From an optimization exercise on the open Yosys and OpenROAD flow, aimed at small area, a short achievable clock period and few clock cycles per item; shortcuts taken in it are not production practice.
Where RTL was checked, it was by simulation tests only, not by an equivalence proof against the original.

## violet
==> flow/design.v (excerpt) <==
module cxu_hexw (
    input  wire         clk,
    input  wire         rst,         
    input  wire         cmd_valid,
    output wire         cmd_ready,
    input  wire [1:0]   layout,      
    input  wire [127:0] x,           
    input  wire         pv,          
    input  wire [31:0]  prec,        
    input  wire [63:0]  first,
    input  wire [63:0]  last,
    output reg          mem_we,
    output wire [63:0]  mem_addr,
    output wire [7:0]   mem_wdata,
    input  wire         mem_ack,
    output reg          done,
    output wire [3:0]   status,
    output wire [63:0]  cursor
);
clock: 40.0 ns
lec_check: 0
abc_area: 1
cap_margin: 20
core_margin: 2
core_utilization: 55
slew_margin: 20
standard.sh (not shown) runs the stock make flow with config.mk's settings and CLKGATE_MAP_FILE= SYNTH_SCRIPT=/design/flow/synth_recipe.tcl, a recipe that flattens the netlist after the stock synthesis.
==> flow/flow/run.sh <==
#!/bin/bash
# The standard layout (standard.sh: ORFS synthesis through finish), with two changes
# to how the layout is made; the clock, I/O delays and loads are unchanged:
#  - the timing repair steps aim for a large setup slack, so they work towards a short
#    achieved period instead of stopping once the 40 ns clock is met;
#  - every input and output port still gets its own buffer, but a plain buf_1 rather than
#    the delay cell buffer_ports picks by default.
# The make output goes to standard.log; ORFS's per-step logs stay under orfs/logs.
set -euo pipefail
export SETUP_SLACK_MARGIN=31
export BUFFER_PORTS_ARGS="-buffer_cell sky130_fd_sc_hd__buf_1"
bash standard.sh > standard.log 2>&1
Testbench counts of violet, summed over its fixed seeds: cycles 55,038, items 3,200.
Input-level comparison between harbor and violet:
--- a/flow/design.v
+++ b/flow/design.v
@@ -100,23 +100,22 @@
     reg         rdyq;        
     reg         pvq;
     reg [31:0]  cq;          
     reg [63:0]  aq;          
     reg [63:0]  ad;          
     reg         zc;          
     reg [1:0]   stq;
     reg [4:0]   jq;          
     reg         zf;          
     reg [4:0]   tq;          
     reg         up;          
-    reg         scan;        
     reg         rg;          
     reg         rupa;        
     reg [2:0]   kq;          
     reg [6:0]   wd;
     wire rdy = (st == S_IDLE);     
     assign cmd_ready = rdyq;
     assign mem_addr  = ad;
     assign cursor    = zc ? 64'd0 : ad;
     assign mem_wdata = {1'b0, wd};
     assign status    = {2'b00, stq};
     wire        sh = shq;
@@ -160,29 +159,31 @@
     reg  [3:0]  edig;
     always @(*) begin
         case (kq)
             3'd0: edig = bcd[3:0];
             3'd1: edig = bcd[7:4];
             3'd2: edig = bcd[11:8];
             3'd3: edig = bcd[15:12];
             default: edig = bcd[19:16];
         endcase
     end
     wire [112:0] xe = {xq[111:0], 1'b0};     
-    reg  [27:0]  mnz;
+    reg  [27:0]  mnz, isf;
     always @(*) begin
         for (k = 0; k < 28; k = k + 1) begin
             if (k < 16) begin
                 mnz[k] = (|xq[4*k+2 -: 3]) | (sh ? xe[4*k] : xq[4*k+3]);
+                isf[k] = (&xq[4*k+2 -: 3]) & (sh ? xe[4*k] : xq[4*k+3]);
             end else begin
                 mnz[k] = |xq[4*k+3 -: 4];
+                isf[k] = &xq[4*k+3 -: 4];
             end
         end
     end
     wire [28:0] nzv = {1'b1, (mnz & vmask) | ~vmask};
     reg  [4:0]  tz;
     always @(*) begin
         tz = 5'd28;
         for (k = 27; k >= 0; k = k - 1)
             if (nzv[k]) tz = k[4:0];
     end
     wire        plo  = (cq[31:5] == 27'd0);
@@ -238,30 +239,33 @@
         fcy = fcy | fk[63];
     end
     wire        fit   = !fcy;
     wire [4:0]  ridx = (st == S_MEAS) ? dd - 5'd1 : jq;
     reg  [4:0]  win;
     always @(*) begin
         win = 5'd0;
         for (k = 0; k < 28; k = k + 1)
             if (ridx == k) win = xe[4*k +: 5];
     end
     wire [3:0]  qn = sh ? win[3:0] : win[4:1];
+    reg [27:0] keep;         
+    reg [4:0]  tc;
+    always @(*) begin
+        for (k = 0; k < 28; k = k + 1)
+            keep[k] = !lt5(k[4:0], dd);
+        tc = 5'd31;
+        for (k = 27; k >= 0; k = k - 1)
+            if (!isf[k] && keep[k] && vmask[k]) tc = k[4:0];
+    end
     wire upc  = rupa || (rg && ((dd == nn) ? jb : qn[0]));
-    wire upv  = scan ? up : (lt && upc);
-    wire jtop = (jq == nn);                  
-    wire jlst = (jq == nn - 5'd1);
-    wire qf   = &qn;
-    wire rcy  = upv && (jtop || (qf && jlst));      
-    wire rmore = upv && !jtop && qf && !jlst;       
-    wire cl   = (st == S_RND)  ? rcy :
+    wire cl   = (st == S_RND)  ? (lt && upc && tc == 5'd31) :
                 (st == S_EMIT) && up && tq == 5'd31;
     wire [1:0] lead = {1'b0, jb} + {1'b0, cl};
     wire       jlt = lt5(jq, tq);
     wire [3:0] qn1 = {qn[3] ^ (&qn[2:0]), qn[2] ^ (&qn[1:0]), qn[1] ^ qn[0], ~qn[0]};
     wire [3:0] fdig = zf ? 4'd0 :
                       (up && jlt) ? 4'd0 :
                       (up && jq == tq) ? qn1 : qn;
     function [6:0] hexd;
         input [3:0] v;
         hexd = (v[3] & (v[2] | v[1])) ? {3'b110, 1'b0, v[2:0] - 3'd1} : {3'b011, v};
     endfunction
@@ -316,52 +320,50 @@
                         rdyq   <= 1'b0;
                         st     <= S_MEAS;
                     end
                 end
                 S_MEAS: begin
                     zf   <= 1'b0;
                     up   <= 1'b0;
                     tq   <= 5'd31;
                     kq   <= nd - 3'd1;
                     rg   <= qn[3];
                     rupa <= qn[3] && ((qn[2:0] != 3'd0) || lt5(tz, ridx));
-                    scan <= 1'b0;
                     if (pvq) begin
                         jq <= dd;
                         st <= S_RND;
                     end else if (!fit) begin
                         stq    <= 2'd2;
                         ad     <= aq;
                         done   <= 1'b1;
                         rdyq   <= 1'b1;
                         st     <= S_IDLE;
                     end else begin
                         jq     <= nn - 5'd1;
                         mem_we <= 1'b1;
                         wd     <= byte0;
                         pc     <= s ? P_SIGN : P_LEAD;
                         st     <= S_EMIT;
                     end
                 end
                 S_RND: begin
-                    up     <= upv;
-                    scan   <= 1'b1;
-                    tq     <= rcy ? 5'd31 : jq;
-                    jq     <= rmore ? jq + 5'd1 : nn - 5'd1;
-                    if (!fit && !scan) begin
+                    up     <= lt && upc;
+                    tq     <= tc;
+                    jq     <= nn - 5'd1;
+                    if (!fit) begin
                         stq    <= 2'd2;
                         ad     <= aq;
                         done   <= 1'b1;
                         rdyq   <= 1'b1;
                         st     <= S_IDLE;
-                    end else if (!rmore) begin
+                    end else begin
                         mem_we <= 1'b1;
                         wd     <= byte0;
                         pc     <= s ? P_SIGN : P_LEAD;
                         st     <= S_EMIT;
                     end
                 end
                 default: begin   
                     if (mem_ack) begin
                         ad <= anext;
                         case (pc)
                             P_SIGN: begin
## What came out
Comparing violet and harbor, the higher worst-case setup margin in the final layout was measured on violet. Summary of harbor over violet: die area grew by 800 sq um, synthesized area has increased, number of clock sinks went down. Global-route wire length before repair: violet and harbor compared, higher one is harbor.
The RTL of harbor was laid out without a check of its function.

## separate check: timing with driven ports
In the flow no input, the clock included, has a driving cell. The finished layouts below were timed again as built, in two steps.
Step 1, drivers: a clkbuf_16 drives clk and a buf_2 each remaining input, both assumed.
Step 2 moves the port delays by t, midway between the first and last clock arrival at a register: inputs arrive t later, outputs are due t later. That takes back most of the time a late clock gives input paths.
Three values: no drivers, after step 1, after step 2; two values: the first two.
run	shift t [ns]	setup slack, ns	latest minus earliest clock arrival (ns)
violet	0.619	30.537 / 30.475 / 30.347	0.024 / 0.024
harbor	0.625	30.474 / 30.414 / 30.350	0.020 / 0.019
After both steps every run listed still meets setup and hold. The setup slack of violet, which loses most, moves by -0.062 ns with the drivers and by -0.190 ns with both steps.
